This design comes from an exercise in tuning for small area, a short achievable clock period and few clock cycles on the open sky130 flow, not from production work. The RTL was checked by simulation tests, not by an equivalence proof against the original design. Power figures rest on the tool's default switching activity, not on a simulated workload.

==> flow/design.v <==
module s88_scanner (
    input  wire        clk,
    input  wire        rst,           
    input  wire        cmd_valid,
    input  wire        cmd_enable,
    input  wire [7:0]  cmd_mc,
    output wire        cmd_ready,
    output reg         req_valid,
    output reg         req_start,
    output reg  [5:0]  req_want,
    input  wire        bat_valid,
    input  wire [31:0] bat_value,
    input  wire [5:0]  bat_n,
    output reg         ev_valid,
    output reg  [7:0]  ev_addr,
    output wire [1:0]  ev_state,
    input  wire        ev_ready
);
    reg [31:0] w0, w1, w2, w3;
    reg [1:0]  ph;
    reg [2:0]  hw_w;                
    reg [4:0]  hw_b;
    reg        enabled;
    reg [3:0]  mcm;                 
    reg [1:0]  pq;                  
    reg        vld;                 
    reg        fast;
    reg        f1;                  
    reg [31:0] v;
    reg [5:0]  nv;                  
    reg [4:0]  sh;                  
    reg [4:0]  k;                   
    reg        kfin;                
    reg        ev_st;               
    reg        e1_v;                
    reg [7:0]  e1_addr;
    reg        e1_st;
    integer j;
    assign ev_state  = {ev_st, ~ev_st};
    assign cmd_ready = !vld;
    wire [1:0] lastw = mcm[3:2];
    wire       want_full = (pq != lastw) || (mcm[1:0] == 2'd3);
    wire [5:0] want = req_want;
    wire can = !e1_v;               
    wire [31:0] m = v ^ w0;
    reg  [31:0] pre;                
    always @* begin
        pre[0] = 1'b0;
        for (j = 1; j < 32; j = j + 1)
            pre[j] = pre[j-1] | m[j-1];
    end
    wire [31:0] lo    = m & ~pre;
    wire        any   = |m;
    wire        multi = |(m & pre);
    reg  [5:0]  idx1;               
    always @* begin
        idx1 = 6'd0;
        for (j = 0; j < 32; j = j + 1)
            if (lo[j]) idx1 = idx1 | (j + 1);
    end
    wire        f_act  = vld && fast;
    wire        f_emit = f_act && any && can;
    wire        f_done = f_act && f1 && can;
    wire        s_act  = vld && !fast && (sh == 5'd0) && !kfin;
    wire        s_in   = ({1'b0, k} < nv) && ((ph != lastw) || (k[4:3] <= mcm[1:0]));
    wire        s_unk  = (hw_w == {1'b0, ph}) && (k == hw_b);
    wire        s_chg  = s_in && (s_unk || (v[0] ^ w0[0]));
    wire        s_step = s_act && (!s_chg || can);
    wire        s_emit = s_act && s_chg && can;
    wire        s_nb   = s_in ? v[0] : w0[0];
    wire        s_done = vld && !fast && kfin;
    wire done = f_done || s_done;
    wire emit = f_emit || s_emit;
    wire [5:0] eoff  = fast ? idx1 : ({1'b0, k} + 6'd1);
    wire [7:0] eaddr = {{1'b0, ph} + {2'b00, eoff[5]}, eoff[4:0]};
    wire       est   = fast ? |(lo & v) : v[0];
    wire acc = req_valid && bat_valid;
    wire rot = done || (!vld && (ph != pq));
    wire       part_w = !bat_n[5];                  
    wire       ce_w   = part_w || (pq == lastw);
    wire       fast_w = !part_w && want_full && (hw_w > {1'b0, pq});
    wire [31:0] dn = bat_value ^ w1;
    reg  [31:0] t_any [0:5];
    reg  [31:0] t_mul [0:5];
    integer l;
    always @* begin
        for (j = 0; j < 32; j = j + 1) begin
            t_any[0][j] = dn[j];
            t_mul[0][j] = 1'b0;
        end
        for (l = 1; l < 6; l = l + 1)
            for (j = 0; j < 32; j = j + 1)
                if (j < (32 >> l)) begin
                    t_any[l][j] = t_any[l-1][2*j] | t_any[l-1][2*j+1];
                    t_mul[l][j] = t_mul[l-1][2*j] | t_mul[l-1][2*j+1]
                                | (t_any[l-1][2*j] & t_any[l-1][2*j+1]);
                end else begin
                    t_any[l][j] = 1'b0;
                    t_mul[l][j] = 1'b0;
                end
    end
    wire dn_le1 = !t_mul[5][0];
    wire       vld_n  = acc || (vld && !done);
    wire       fast_n = acc ? fast_w : fast;
    wire       f1_n   = acc ? (vld && fast_w && dn_le1) : (f1 || (f_act && !multi));
    wire       slot0  = !ev_valid || ev_ready;
    wire       evv_n  = slot0 ? (e1_v || emit) : 1'b1;
    wire       e1v_n  = slot0 ? 1'b0 : (e1_v || emit);
    wire       cmd_t  = cmd_valid && !vld;
    wire       en_cmd = cmd_t && cmd_enable && !enabled && cmd_mc >= 8'd1 && cmd_mc <= 8'd16;
    wire       en_n   = en_cmd || (enabled && !(cmd_t && !cmd_enable));
    wire [1:0] ph_n   = en_cmd ? 2'd0 : (rot ? ph + 2'd1 : ph);
    wire [1:0] pq_n   = en_cmd ? 2'd0 : (acc ? (ce_w ? 2'd0 : pq + 2'd1) : pq);
    wire [3:0] mcm_n  = en_cmd ? cmd_mc[3:0] - 4'd1 : mcm;
    wire       rv_n   = en_n && (vld_n ? (fast_n && f1_n && !e1v_n && (ph_n + 2'd1 == pq_n))
                                       : (ph_n == pq_n));
    wire [31:0] hn = w0 ^ (lo & {32{f_emit}});
    always @(posedge clk) begin
        if (rot) begin
            w0 <= w1; w1 <= w2; w2 <= w3; w3 <= hn;
        end else if (s_step) begin
            w0 <= {s_nb, w0[31:1]};
        end else begin
            w0 <= hn;
        end
    end
    always @(posedge clk) begin
        fast <= fast_n;
        f1   <= f1_n;
        ph   <= ph_n;
        pq   <= pq_n;
        if (acc) begin
            v    <= bat_value;
            nv   <= bat_n[5] ? 6'd32 : bat_n;
            sh   <= (part_w && bat_n[4:0] != 5'd0) ? (5'd0 - bat_n[4:0]) : 5'd0;
            k    <= 5'd0;
            kfin <= 1'b0;
        end else if (vld && !fast && sh != 5'd0) begin
            v  <= {v[0], v[31:1]};
            sh <= sh - 5'd1;
        end else if (s_step) begin
            v  <= {v[0], v[31:1]};
            k  <= k + 5'd1;
            if (k == 5'd31)
                kfin <= 1'b1;
        end
        if (slot0) begin
            if (e1_v) begin
                ev_addr <= e1_addr;
                ev_st   <= e1_st;
            end else if (emit) begin
                ev_addr <= eaddr;
                ev_st   <= est;
            end
        end
        if (emit && !slot0) begin
            e1_addr <= eaddr;
            e1_st   <= est;
        end
        if (s_step && s_in && s_unk)
            {hw_w, hw_b} <= {hw_w, hw_b} + 8'd1;
        mcm       <= mcm_n;
        req_start <= (pq_n == 2'd0);
        req_want  <= (pq_n != mcm_n[3:2]) ? 6'd32 : {3'd1 + {1'b0, mcm_n[1:0]}, 3'b000};
        if (en_cmd) begin
            hw_w <= 3'd0;
            hw_b <= 5'd0;
        end
    end
    always @(posedge clk) begin
        if (rst) begin
            enabled   <= 1'b0;
            vld       <= 1'b0;
            ev_valid  <= 1'b0;
            e1_v      <= 1'b0;
            req_valid <= 1'b0;
        end else begin
            enabled   <= en_n;
            vld       <= vld_n;
            ev_valid  <= evv_n;
            e1_v      <= e1v_n;
            req_valid <= rv_n;
        end
    end
endmodule
Settings: LEC_CHECK=0, CAP_MARGIN=20, CORE_MARGIN=2, CORE_UTILIZATION=40, SLEW_MARGIN=20; clock period 10.0 ns.
standard.sh (not shown) runs the stock make flow with config.mk's settings and CLKGATE_MAP_FILE= SYNTH_SCRIPT=/design/flow/synth_recipe.tcl, a recipe that flattens the netlist after the stock synthesis.
==> flow/flow/run.sh <==
#!/bin/bash
bash standard.sh SETUP_SLACK_MARGIN=7 "BUFFER_PORTS_ARGS=-buffer_cell sky130_fd_sc_hd__buf_1" CTS_CLUSTER_SIZE=20 CTS_CLUSTER_DIAMETER=150 MATCH_CELL_FOOTPRINT=0 finish > standard.log 2>&1
The first run finished with timing, DRC and antenna clean.
Testbench counts at the start, summed over its fixed seeds: cycles 11,461.
Rerun with:
==> flow/flow/run.sh (replaced) <==
#!/bin/bash
bash standard.sh SETUP_SLACK_MARGIN=6.5 "BUFFER_PORTS_ARGS=-buffer_cell sky130_fd_sc_hd__buf_2" CTS_CLUSTER_SIZE=20 CTS_CLUSTER_DIAMETER=150 finish > standard.log 2>&1
=> Power came out lower by 10%; clock power came out lower by about 2%; global-route usage came out lower by 2.0 points; synthesized area does not change; setup slack is worse by 0.19 ns; cell count came out lower by 4.9%; maximum frequency came out lower by about 5.6%; design area came out lower by 13%; combinational power came out lower by about 20%.
Rerun with:
==> flow/flow/run.sh (replaced) <==
#!/bin/bash
bash standard.sh SETUP_SLACK_MARGIN=6.5 "BUFFER_PORTS_ARGS=-buffer_cell sky130_fd_sc_hd__buf_1" CTS_CLUSTER_SIZE=20 CTS_CLUSTER_DIAMETER=150 MATCH_CELL_FOOTPRINT=0 finish > standard.log 2>&1
Outcome: The new run produced a clean layout. Worst hold slack improves by 0.0050 ns. Worst setup slack degrades by 0.038 ns. Synthesized area is unchanged.
Rerun with:
==> flow/flow/run.sh (replaced) <==
#!/bin/bash
bash standard.sh SETUP_SLACK_MARGIN=6.75 "BUFFER_PORTS_ARGS=-buffer_cell sky130_fd_sc_hd__buf_2" ABC_AREA=1 finish > standard.log 2>&1
=> Design area increases by 14%. Clock power rose by 56%. Total power rises by 8.2%. Non-clock buffer count rises by 70. Cell count goes up by 20%.
Rerun with:
==> flow/flow/run.sh (replaced) <==
#!/bin/bash
bash standard.sh SETUP_SLACK_MARGIN=6.5 "BUFFER_PORTS_ARGS=-buffer_cell sky130_fd_sc_hd__buf_2" CTS_CLUSTER_SIZE=30 CTS_CLUSTER_DIAMETER=150 finish > standard.log 2>&1
Synthesized cell count drops by 16%.
Core utilization shrinks by 6.3 points.
Cell count came out lower by 17%.
Design area decreases by 12%.
Non-clock buffer count went down by 68.
Flip-flop and latch count is unchanged.
Critical path depth is unchanged.
Area after synthesis stays flat.
Rerun with:
==> flow/flow/run.sh (replaced) <==
#!/bin/bash
bash standard.sh SETUP_SLACK_MARGIN=6.75 "BUFFER_PORTS_ARGS=-buffer_cell sky130_fd_sc_hd__buf_1" CTS_CLUSTER_SIZE=20 CTS_CLUSTER_DIAMETER=150 MATCH_CELL_FOOTPRINT=0 finish > standard.log 2>&1
Result: Global-route usage climbs by 1.7 points; sequential cell count stays the same; critical path depth drops by 3; total power climbs by 8.9%; clock-buffer cell count climbs by 8; die area does not change; sequential power barely changes; design area climbs by 7.9%; clock skew is about the same.

[separate check: timing with driven ports]
The flow's constraints put no driver on any port. The routed layouts listed below were extracted and timed again, unchanged, in two steps.
Step 1: set_driving_cell puts a clkbuf_16 on clk and a buf_2 on each other input, an assumption about the parent block.
Step 2 adds t to the input delays and takes it off the output delays; t is the mean of the earliest and latest rising clock arrival at the registers after step 1. Input paths then give back, and output paths get back, about the clock's delay inside the block.
a / b / c = ideal ports / drivers / drivers and shift; a / b = the first two.
run | shift t [ns] | setup WS [ns] | hold WS [ns] | clock arrival spread, ns | cell pins on the clock port's net
the first run | 0.540 | 6.770 / 6.783 / 6.243 | 0.399 / 0.399 / 0.399 | 0.042 / 0.042 | 1
the second run | 0.536 | 6.579 / 6.607 / 6.071 | 0.407 / 0.407 / 0.407 | 0.031 / 0.032 | 1
the third run | 0.532 | 6.541 / 6.489 / 6.052 | 0.412 / 0.412 / 0.412 | 0.026 / 0.026 | 1
the fourth run | 0.568 | 6.313 / 6.325 / 5.757 | 0.416 / 0.416 / 0.416 | 0.022 / 0.022 | 1
the fifth run | 0.526 | 6.517 / 6.545 / 6.019 | 0.408 / 0.408 / 0.408 | 0.032 / 0.032 | 1
the sixth run | 0.546 | 6.784 / 6.749 / 6.239 | 0.420 / 0.420 / 0.420 | 0.033 / 0.033 | 1
After both steps every run listed still meets setup and hold. The setup slack of the fourth run, which loses most, moves by +0.012 ns with the drivers and by -0.556 ns with both steps.
